This design comes from an exercise in tuning for a short achievable clock period and few clock cycles on the open sky130 flow, not from production work.
Only simulation tests tie the RTL to the original design; equivalence was not proved.
Power and IR drop assume default switching activity.

==> design/flow/design.v <==
module vm16_core (
    input  wire        clk,
    input  wire        rst,         
    output wire        mem_req,
    output wire        mem_we,
    output wire [15:0] mem_addr,
    output wire [15:0] mem_wdata,
    input  wire [15:0] mem_rdata,
    input  wire        mem_ready,
    input  wire        in_valid,
    input  wire [7:0]  in_data,
    output wire        in_ready,
    output wire        out_valid,
    output wire [7:0]  out_data,
    input  wire        out_ready,
    output wire        halted
);
    localparam [15:0] RESET_PC = 16'h3000;
    localparam EX   = 0,    
               LD   = 1,    
               ST   = 2,    
               IND  = 3,    
               GETC = 4,    
               OUT  = 5,    
               SRD  = 6,    
               SLO  = 7,    
               SHI  = 8,    
               INP  = 9,    
               INW  = 10,   
               INE  = 11,   
               HMSG = 12,   
               HLT  = 13;   
    localparam NS = 14;
    reg [NS-1:0] st;
    reg [15:0] regs [0:7];
    reg [2:0]  cond;
    reg        iv;           
    reg [15:0] ir;
    reg [15:0] ipc;          
    reg [15:0] ipc1;         
    reg [15:0] tgt;          
    reg [15:0] fa;           
    reg [15:0] mar;          
    reg d_br, d_jsr, d_jsrr, d_jmp, d_add, d_and, d_not, d_lea;
    reg d_ld, d_ldr, d_ldi, d_st, d_str, d_sti;
    reg t_getc, t_out, t_puts, t_in, t_putsp, t_halt;
    reg [2:0]  ldr;          
    reg        is_sti;
    reg        putsp;
    reg [15:0] wdata;
    reg [15:0] word;
    reg [7:0]  obyte;
    reg [2:0]  msg_idx;
    wire        xv   = st[EX] & iv;
    wire [2:0]  dr   = ir[11:9];
    wire [2:0]  sr1  = ir[8:6];
    wire [2:0]  sr2  = ir[2:0];
    wire [15:0] imm5 = {{11{ir[4]}}, ir[4:0]};
    wire [15:0] off6 = {{10{ir[5]}}, ir[5:0]};
    wire [15:0] sr1_val = regs[sr1];
    wire [15:0] sr2_val = regs[sr2];
    wire [15:0] dr_val  = regs[dr];
    wire [15:0] r0_val  = regs[0];
    wire [15:0] opnd2   = ir[5] ? imm5 : sr2_val;
    wire take_rel = xv & ((d_br & ((dr & cond) != 3'b000)) | d_jsr);
    wire take_jmp = xv & (d_jmp | d_jsrr);
    assign mem_addr = take_rel ? tgt : (take_jmp ? sr1_val : mar);
    assign mem_req  = st[EX] | st[LD] | st[ST] | st[IND] | st[SRD];
    assign mem_we   = st[ST];
    assign mem_wdata = wdata;
    assign in_ready  = st[GETC] | st[INW];
    assign out_valid = st[OUT] | st[SLO] | st[SHI] | st[INP] | st[INE] | st[HMSG];
    assign out_data  = obyte;
    assign halted    = st[HLT];
    wire mem_done = mem_req & mem_ready;
    wire fetch_done = st[EX] & mem_ready;
    wire in_done  = in_ready & in_valid;
    wire out_done = out_valid & out_ready;
    wire [15:0] alu_res = d_add ? sr1_val + opnd2 :
                          d_and ? sr1_val & opnd2 :
                          d_not ? ~sr1_val : tgt;
    wire        alu_wr  = d_add | d_and | d_not | d_lea;
    wire [15:0] ea      = (d_ldr | d_str) ? sr1_val + off6 : tgt;
    wire        memop   = d_ld | d_ldr | d_ldi | d_st | d_str | d_sti;
    function [2:0] flags_of(input [15:0] v);
        if (v == 16'h0000)  flags_of = 3'b010;
        else if (v[15])     flags_of = 3'b100;
        else                flags_of = 3'b001;
    endfunction
    wire [15:0] fpc   = mem_addr;
    wire [15:0] fpc1  = mem_addr + 16'd1;
    wire [15:0] rd    = mem_rdata;
    wire [3:0]  fop   = rd[15:12];
    wire [15:0] foff  = (fop == 4'h4) ? {{5{rd[10]}}, rd[10:0]} : {{7{rd[8]}}, rd[8:0]};
    wire [15:0] ftgt  = fpc1 + foff;
    wire        ftrap = (fop == 4'hF);
    integer i;
    always @(posedge clk) begin
        if (rst) begin
            for (i = 0; i < 8; i = i + 1)
                regs[i] <= 16'h0000;
            cond    <= 3'b000;
            st      <= {{(NS-1){1'b0}}, 1'b1};
            iv      <= 1'b0;
            fa      <= RESET_PC;
            mar     <= RESET_PC;
        end else begin
            if (st[EX]) begin
                iv <= mem_ready;
                fa <= mem_ready ? fpc1 : fpc;
                mar <= mem_ready ? fpc1 : fpc;
                if (mem_ready) begin
                    ir     <= rd;
                    ipc    <= fpc;
                    ipc1   <= fpc1;
                    tgt    <= ftgt;
                    d_br   <= fop == 4'h0;
                    d_add  <= fop == 4'h1;
                    d_ld   <= fop == 4'h2;
                    d_st   <= fop == 4'h3;
                    d_jsr  <= fop == 4'h4 &  rd[11];
                    d_jsrr <= fop == 4'h4 & ~rd[11];
                    d_and  <= fop == 4'h5;
                    d_ldr  <= fop == 4'h6;
                    d_str  <= fop == 4'h7;
                    d_not  <= fop == 4'h9;
                    d_ldi  <= fop == 4'hA;
                    d_sti  <= fop == 4'hB;
                    d_jmp  <= fop == 4'hC;
                    d_lea  <= fop == 4'hE;
                    t_getc  <= ftrap & (rd[7:0] == 8'h20);
                    t_out   <= ftrap & (rd[7:0] == 8'h21);
                    t_puts  <= ftrap & ((rd[7:0] == 8'h22) | (rd[7:0] == 8'h24));
                    t_putsp <= rd[7:0] == 8'h24;
                    t_in    <= ftrap & (rd[7:0] == 8'h23);
                    t_halt  <= ftrap & (rd[7:0] == 8'h25);
                end
                if (iv) begin
                    if (alu_wr) begin
                        regs[dr] <= alu_res;
                        cond     <= flags_of(alu_res);
                    end
                    if (d_jsr | d_jsrr)
                        regs[7] <= ipc1;
                    ldr    <= dr;
                    is_sti <= d_sti;
                    wdata  <= dr_val;
                    putsp  <= t_putsp;
                    msg_idx <= 3'd0;
                    if (memop) begin
                        mar <= ea;
                        st  <= (d_ldi | d_sti) ? (1 << IND) :
                               (d_st | d_str)  ? (1 << ST)  : (1 << LD);
                    end
                    if (t_getc)
                        st <= 1 << GETC;
                    if (t_out) begin
                        st    <= 1 << OUT;
                        obyte <= r0_val[7:0];
                    end
                    if (t_puts) begin
                        st  <= 1 << SRD;
                        mar <= r0_val;
                    end
                    if (t_in) begin
                        st    <= 1 << INP;
                        obyte <= 8'h3E;
                    end
                    if (t_halt) begin
                        st    <= 1 << HMSG;
                        obyte <= 8'h48;
                    end
                end
            end
            if (st[LD] & mem_ready) begin
                regs[ldr] <= rd;
                cond      <= flags_of(rd);
                st        <= 1 << EX;
                mar       <= fa;
            end
            if (st[ST] & mem_ready) begin
                st <= 1 << EX;
                if (iv && mar == ipc) begin
                    iv  <= 1'b0;
                    fa  <= ipc;
                    mar <= ipc;
                end else begin
                    mar <= fa;
                end
            end
            if (st[IND] & mem_ready) begin
                mar <= rd;
                st  <= is_sti ? (1 << ST) : (1 << LD);
            end
            if (st[GETC] & in_valid) begin
                regs[0] <= {8'h00, in_data};
                st      <= 1 << EX;
                mar     <= fa;
            end
            if (st[OUT] & out_ready) begin
                st  <= 1 << EX;
                mar <= fa;
            end
            if (st[SRD] & mem_ready) begin
                word <= rd;
                if (rd == 16'h0000) begin
                    st  <= 1 << EX;
                    mar <= fa;
                end else begin
                    st    <= 1 << SLO;
                    obyte <= rd[7:0];
                    mar   <= mar + 16'd1;
                end
            end
            if (st[SLO] & out_ready) begin
                if (putsp && word[15:8] != 8'h00) begin
                    st    <= 1 << SHI;
                    obyte <= word[15:8];
                end else begin
                    st    <= 1 << SRD;
                end
            end
            if (st[SHI] & out_ready)
                st <= 1 << SRD;
            if (st[INP] & out_ready) begin
                if (msg_idx == 3'd0) begin
                    msg_idx <= 3'd1;
                    obyte   <= 8'h20;
                end else begin
                    st <= 1 << INW;
                end
            end
            if (st[INW] & in_valid) begin
                regs[0] <= {8'h00, in_data};
                obyte   <= in_data;
                st      <= 1 << INE;
            end
            if (st[INE] & out_ready) begin
                st  <= 1 << EX;
                mar <= fa;
            end
            if (st[HMSG] & out_ready) begin
                msg_idx <= msg_idx + 3'd1;
                case (msg_idx)
                    3'd0: obyte <= 8'h41;
                    3'd1: obyte <= 8'h4C;
                    3'd2: obyte <= 8'h54;
                    3'd3: obyte <= 8'h0A;
                    default: st <= 1 << HLT;
                endcase
            end
        end
    end
endmodule
==> design/flow/run.sh <==
#!/bin/bash
# synth_recipe.tcl (not shown) runs the flow's synth.tcl, then flattens the netlist and writes it again
# the make line also repeats each setting of config.mk as NAME=value (left out here)
make -C /OpenROAD-flow-scripts/flow DESIGN_CONFIG=/design/flow/config.mk WORK_HOME=/design/flow/orfs CLKGATE_MAP_FILE= SYNTH_SCRIPT=/design/flow/synth_recipe.tcl finish
==> design/flow/config.mk <==
export PLATFORM = sky130hd
export DESIGN_NAME = vm16_core
export DESIGN_NICKNAME = vm16_core
export VERILOG_FILES = /design/flow/design.v
export SDC_FILE = /design/flow/constraint.sdc
export NUM_CORES = 4
export LEC_CHECK = 0
export CAP_MARGIN = 20
export CORE_MARGIN = 2
export CORE_UTILIZATION = 40
export SLEW_MARGIN = 20
==> design/flow/constraint.sdc <==
create_clock -name core_clock -period 8.0 [get_ports {clk}]
set_input_delay 1.6000 -clock core_clock [delete_from_list [all_inputs] [get_ports {clk}]]
set_output_delay 1.6000 -clock core_clock [all_outputs]
set_load 0.01 [all_outputs]
==> impl_metrics.csv, run 1 <==
group,metric,value,unit
route,vias,19430,
cts,cts_root_buffer,"clkbuf_16",
synth,synth_seq_cells,304,
floorplanning,io_pins,74,
power_and_ir_drop,peakVddDrop,0.119,mV
setup_path,crit_family,"compound AO/OA/AOI/OAI gates",
placement,placed_cells,2841,
route,drc,0,
setup_path,cp_num_buf_inv,3,
cts,clock_latency,570,ps
global_routing,grt_pass1_wl,123,mm
placement,port_buffers,73,
synth,synth_top_area_cell,"edfxtp_1",
setup_path,max_stage_delay,700,ps
job,cap_violations,0,
synth,async_flop_share,0,
min_path,worstHoldPathType,"reg2reg",
timing,rsz0062_at_grt,"false",
cells_and_area,final_util,0.457,
route,drt_iter0_drc,2793,
cells_and_area,fin_nets,2284,
cts,htree_levels,2,
synth,synthTopCellsByArea,"edfxtp_1 (36%), dfxtp_1 (5.4%), nand2_1 (5.2%)",
placement,place_congestion,0.981,
cells_and_area,multi_input_area,11500,um2
cts,clock_path_buffers,3,
outcome,status,"complete, no violations",
global_routing,grt.total_usage,0.309,
timing,max_freq,154,MHz
setup_path,critPathKind,"reg2reg",
floorplanning,start_util,0.405,
setup_path,crit_path_start,"st[0]",
min_path,holdCritStartpoint,"t_putsp",
setup_path,crit_chain,"buf_4 > nand2_1 > a211oi_4 > buf_4 > nor2_1 > a221oi_4 > inv_1 > ha_1 > o21ai_0 > a211oi_1 > a21oi_2 > nor3_1 > nand2_1 > xnor2_1 > ha_1 > and3_1 > a21oi_1 > o21ai_0 > o41ai_1 > o311ai_0",
timing,period_minus_slack,6480,ps
power_and_ir_drop,powerDensity,226,nW/um2
cts,cts.clk_slew.worst_paths,60,ps
cells_and_area,final_cells,2907,
timing,worst_slew_margin_rel,0.142,
global_routing,grt_pass1_vias,18596,
route,antenna_left,0,
timing,clock_skew,21.7,ps
cells_and_area,final_layout_size_suffix_gt1_frac,0.103,
synth,synth-edff-count,248,
cells_and_area,areaGrowthSynthToFinish,13.0,%
power_and_ir_drop,finalPower,5320,uW
synth,yosysWarnings,1,
setup_path,worstPathRequired,8270,ps
placement,dpl.hpwl,59.1,mm
setup_path,reg2reg_from,"st[0]",
setup_path,crit_arrival,6750,ps
floorplanning,core,51400,um2
timing,period_share,0.809,
cts,cts_resized,0,
power_and_ir_drop,power.leakage,0.00830,uW
floorplanning,rows,83,
timing,hold_viol,0,
global_routing,grt_overflow,0,
synth,yosysSeqAreaShare,0.412,
synth,syn_area,20800,um2
setup_path,cp-start-kind,"flop",
global_routing,grt_max_degree,46,
route,detail_route.wl_per_cell,28.8,um
setup_path,crit_slowest_cell,"a211oi_4",
floorplanning,die_w,232,um
cells_and_area,seq_area,8570,um2
cts,cts_tree,"yes",
timing,maxSlewViolCount,0,
cells_and_area,fill_cells,4853,
synth,ys_types,92,
synth,avgSynthCellArea,9.56,um2
route,drtPass1Iterations,6,
cts,postCtsSetupBuffers,0,
cells_and_area,antenna_cells,0,
synth,synth_ff_type,"edfxtp_1",
synth,netlist_instances,2176,
global_routing,antenna_found_initial,1,
synth,synth_top_area_frac,0.358,
setup_path,endpoint_kind,"flop",
floorplanning,die_height,232,um
route,totalWireLength,83.8,mm
timing,tightest_slew,1290,ps
synth,syn-num-nets,2261,
cts,cts-hold-fix-buffers,0,
cts,numClockSinks,304,
timing,setup_violations,0,
setup_path,cp_max_fo,34,
route,viasPerCell,6.68,
timing,setup_tns,0,ps
floorplanning,dieArea,53900,um2
cts,cts_buffers,36,
[flip-flops by register name (all words and copies together), names as in the netlist, 3 cells and up, named ones only]
| register | cells |
|---|---|
| tgt | 16 |
| ldr | 3 |
| fa | 16 |
| regs | 128 |
| st | 14 |
| word | 8 |
| ir | 12 |
| mar | 16 |
| ipc1 | 16 |
| ipc | 16 |
| cond | 3 |
| msg_idx | 3 |
| wdata | 16 |
| obyte | 8 |
[per-stage QoR]
step | setup WS (ps) | hold slack, ps | cell area [um2]
finish | 1520 | 442 | 23500
global route | 1150 | 443 | 23500
CTS | 1730 | 437 | 23500
detailed placement | 1740 | 422 | 22300
global placement | 1830 | 407 | 22300
floorplan | 3120 | 400 | 20800
[placed cells by master, fill, tap and decap left out, drive strengths merged, types with 9 or more instances in the layout]
| master | synthesis | layout |
|---|---|---|
| a2111oi | 9 | 9 |
| clkbuf | 128 | 51 |
| mux4 | 64 | 64 |
| nor2 | 169 | 169 |
| mux2 | 11 | 11 |
| nand2b | 11 | 11 |
| o31ai | 15 | 15 |
| mux2i | 40 | 40 |
| nor2b | 28 | 28 |
| buf | 27 | 68 |
| a211oi | 45 | 45 |
| nand2 | 291 | 291 |
| nor3 | 53 | 53 |
| or3 | 14 | 14 |
| o211ai | 16 | 16 |
| xnor2 | 57 | 57 |
| ha | 53 | 53 |
| or2 | 18 | 18 |
| edfxtp | 248 | 248 |
| xor2 | 27 | 27 |
| o221ai | 15 | 15 |
| nand4 | 27 | 27 |
| o21a | 12 | 12 |
| o21ai | 213 | 213 |
| inv | 58 | 60 |
| dfxtp | 56 | 56 |
| nand3 | 35 | 35 |
| a31oi | 22 | 22 |
| nor4 | 27 | 27 |
| a21o | 13 | 13 |
| clkinv | 1 | 10 |
| and3 | 17 | 17 |
| a221oi | 26 | 26 |
| clkdlybuf4s50 | 0 | 72 |
| a22oi | 80 | 80 |
| and2 | 19 | 19 |
| a21oi | 111 | 111 |
[per-layer routing]
metal	vias up	global-route usage	share of wire
met4	0	0.157	0.056
met5	-	0	0
met2	1331	0.489	0.45
met1	9463	0.407	0.38
met3	274	0.0527	0.11
li1	8362	-	-
[synth_stat cells (12+ instances only)]
cell type and count:
edfxtp_1 248, xnor2_1 57, clkbuf_1 128, mux4_2 45, a22oi_1 80, inv_1 58
a221oi_1 22, o21a_1 12, o21ai_0 208, nand2_1 290, and3_1 17, and2_1 18
mux4_1 19, nor2_1 169, a211oi_1 43, ha_1 53, xor2_1 27, mux2i_1 40
or2_2 18, o211ai_1 16, nor3_1 52, a31oi_1 22, or3_1 14, dfxtp_1 56
a21oi_1 110, a21o_1 13, o221ai_1 14, nor2b_1 28, nand3_1 35, o31ai_1 15
nand4_1 27, nor4_1 24
[report_power, final]
group	internal [uW]	leakage [uW]	switching [uW]
Combinational	614	0.00481	953
Sequential	1880	0.00292	179
Clock	978	0.000563	712
Total	3470	0.00830	1840
[final cells by class]
cell class                      instances  share of cell area
Sequential cell                       304               0.365
Tap cell                              680              0.0362
Multi-Input combinational cell       1658               0.488
Inverter                               59             0.00947
Clock buffer                           51              0.0429
Timing Repair Buffer                  140              0.0523
Clock inverter                         15             0.00649
[logic make-up after synthesis]
kind of cell | synth area share
and+or+nand+nor | 0.167
AOI/OAI and AO/OA | 0.211
DFF | 0.412
buffers and inverters | 0.0424
muxes | 0.0979
xor gates and xnor gates | 0.0354
adders and majority gates | 0.0348
[final timing paths]
path / endpoint / slack [ps] / cells after the start
max reg2reg: tgt[14] / 1520 / 20
min reg2reg: putsp / 440 / 0
max: tgt[14] / 1520 / 20
min: putsp / 440 / 0
Testbench counts, summed over its fixed seeds: cycles 153,159.
==> inputs of run 2 (changes only) <==
--- a/design/flow/config.mk
+++ b/design/flow/config.mk
@@ -5,7 +5,9 @@
 export SDC_FILE = /design/flow/constraint.sdc
 export NUM_CORES = 4
 export LEC_CHECK = 0
+export ABC_CLOCK_PERIOD_IN_PS = 2500
 export CAP_MARGIN = 20
 export CORE_MARGIN = 2
 export CORE_UTILIZATION = 40
+export SETUP_SLACK_MARGIN = 5
 export SLEW_MARGIN = 20
==> run 2 against run 1 <==
Still clean on timing, DRC and antenna. Non-clock buffer count rose by 342. Area after synthesis did not move. Hold slack got worse by 13 ps. Highest routed layer is now met5.
==> impl_metrics.csv, run 2 <==
group,metric,value,unit
outcome,status,"complete, no violations",
placement,place_congestion,0.964,
synth,synthTopCellsByCount,"nand2_1 (290), edfxtp_1 (248), o21ai_0 (208), nor2_1 (169), clkbuf_1 (128)",
synth,synth_ff_type,"edfxtp_1",
timing,hold_viol,0,
floorplanning,io_pins,74,
cts,cts_root_buffer,"clkbuf_16",
setup_path,cp-start-kind,"flop",
setup_path,endpoint_kind,"output port",
synth,yosysMostFrequentCell,"nand2_1",
synth,synthTopCellsByArea,"edfxtp_1 (36%), dfxtp_1 (5.4%), nand2_1 (5.2%)",
cts,cts_tree,"yes",
cells_and_area,top_register,"regs",
power_and_ir_drop,peakVddDrop,0.149,mV
synth,yosysSeqAreaShare,0.412,
timing,setup_tns,0,ps
route,totalWireLength,105,mm
route,vias,22501,
cts,numClockSinks,304,
cells_and_area,final_common_cell,"nand2_1",
global_routing,grt_max_degree,88,
floorplanning,start_util,0.405,
global_routing,grt_pass1_wl,145,mm
cells_and_area,final_layout_size_suffix_gt1_frac,0.418,
global_routing,grt.total_usage,0.371,
synth,synth-edff-count,248,
power_and_ir_drop,finalPower,6700,uW
route,drc,0,
synth,synth_top_area_cell,"edfxtp_1",
cells_and_area,layout_common_cells,"nand2_1 (265), edfxtp_1 (248), buf_4 (220)",
cells_and_area,largest_reg_flops,128,
timing,worst_slew_margin_rel,0.114,
cells_and_area,fin_nets,2638,
cts,clock_path_buffers,3,
route,detail_route.wl_per_cell,32.3,um
synth,yosysWarnings,1,
cts,clock_latency,590,ps
timing,maxSlewViolCount,0,
global_routing,grt_overflow,0,
timing,tightest_slew,1320,ps
global_routing,grt_pass1_vias,20724,
synth,synth_top_area_frac,0.358,
timing,max_freq,224,MHz
min_path,worstHoldPathType,"reg2reg",
setup_path,crit_arrival,2850,ps
synth,syn_area,20800,um2
cts,htree_levels,2,
synth,async_flop_share,0,
timing,clock_skew,22.0,ps
cells_and_area,areaGrowthSynthToFinish,48.6,%
cts,cts_buffers,38,
synth,syn-num-nets,2261,
power_and_ir_drop,power.leakage,0.0114,uW
route,viasPerCell,6.89,
setup_path,crit_slowest_cell,"mux4_2",
timing,setup_violations,0,
setup_path,cpMostUsedCell,"mux2_4",
setup_path,cp_max_fo,6,
timing,period_share,0.557,
cts,cts.clk_slew.worst_paths,60,ps
power_and_ir_drop,powerDensity,217,nW/um2
timing,rsz0062_at_grt,"true",
synth,ys_types,92,
placement,dpl.hpwl,60.7,mm
setup_path,max_stage_delay,500,ps
setup_path,worstPathRequired,6400,ps
route,drt_iter0_drc,3329,
floorplanning,rows,83,
job,cap_violations,0,
placement,placed_area,23000,um2
cells_and_area,fill_cells,4025,
route,antenna_left,0,
synth,synth_seq_cells,304,
timing,period_minus_slack,4450,ps
floorplanning,die_w,232,um
setup_path,critPathKind,"reg2out",
floorplanning,core,51400,um2
route,drtPass1Iterations,9,
placement,port_buffers,73,
global_routing,antenna_found_initial,4,
setup_path,crit_chain,"buf_12 > buf_12 > mux4_2 > mux2_4 > mux2_4 > mux2_4 > buf_6",
cells_and_area,final_cell_area,30900,um2
synth,avgSynthCellArea,9.56,um2
synth,netlist_instances,2176,
floorplanning,die_height,232,um
floorplanning,dieArea,53900,um2
[run 2: cell counts after synthesis]
No cell type changed its count.
[run 2: per-layer routing]
| layer | up-vias | wire length [um] | global-route usage |
|---|---|---|---|
| li1 | 9103 | - | - |
| met1 | 10860 | 36300 | 0.464 |
| met2 | 2036 | 45100 | 0.550 |
| met3 | 496 | 15700 | 0.125 |
| met4 | 6 | 8270 | 0.231 |
| met5 | - | 42 | 0 |
[run 2: repair_timing]
action	4_1_cts	5_1_grt
endpoints found under the setup margin	484	295
buffers inserted	226	110
hold endpoints to repair	0	0
cloned	19	4
pin swaps	238	191
hold buffers	0	0
resized for setup	645	335
[run 2: cell families after synthesis]
logic type                 Yosys count  share of synthesized area
and+or+nand+nor                    741                      0.167
AOI/OAI and AO/OA                  662                      0.211
DFF                                304                      0.412
buffers and inverters              214                     0.0424
muxes                              115                     0.0979
xor gates and xnor gates            84                     0.0354
adders and majority gates           56                     0.0348
[run 2: cell type report]
cell class                      count  area [um2]  share of cell area
Inverter                           59         245             0.00793
Tap cell                          680         851              0.0275
Clock inverter                     21         199             0.00643
Multi-Input combinational cell   1668       14700               0.477
Sequential cell                   304        8600               0.278
Antenna cell                        1        2.50           0.0000809
Clock buffer                       49        1020              0.0331
Timing Repair Buffer              482        5260               0.170
[run 2: metrics by stage]
stage	setup WS [ps]	utilization	instances	hold slack, ps
after global routing	3450	0.601	3263	450
final	3550	0.601	3264	429
after floorplan	3820	-	2176	400
after CTS	3590	0.558	3147	431
after global placement	2690	0.447	2832	405
after detailed placement	2680	0.447	2832	418
[run 2: worst paths after layout]
| kind | start | to | slack [ps] | cells past startpoint |
|---|---|---|---|---|
| min reg2reg | t_putsp | putsp | 430 | 0 |
| max | flop | mem_addr[7] | 3550 | 7 |
| min | t_putsp | putsp | 430 | 0 |
| max reg2reg | flop | cond[1] | 3560 | 20 |
[run 2: power breakdown]
part | leakage [uW] | internal [uW] | switching (uW)
Clock | 0.000595 | 1000 | 746
Combinational | 0.00789 | 1340 | 1540
Sequential | 0.00293 | 1880 | 189
[run 2: worst max-delay path: cells and delay by family, from the launching register on]
family                 cells  cell delay, ps
buffers and inverters      3             380
muxes                      4            1470
DFF                        1             400

-- re-timing with driven ports --
The results above use ideal ports. As a check the final layouts listed here were re-extracted and re-timed, cells and wires unchanged.
Step 1: set_driving_cell puts a clkbuf_16 on clk and a buf_2 on each other input, an assumption about the parent block.
Step 2, shift: input delay + t, output delay - t, t = (earliest + latest rising clock arrival at the registers) / 2. This alone moves slack from input paths to output paths.
a / b / c = ideal / step 1 / step 2; a / b = the first two.
| run | t (ns) | setup slack, ns | latest minus earliest clock arrival (ns) |
|---|---|---|---|
| run 1 | 0.618 | 1.524 / 1.524 / 1.524 | 0.021 / 0.022 |
| run 2 | 0.637 | 3.546 / 3.485 / 3.564 | 0.023 / 0.023 |
After both steps every run listed still meets setup and hold.
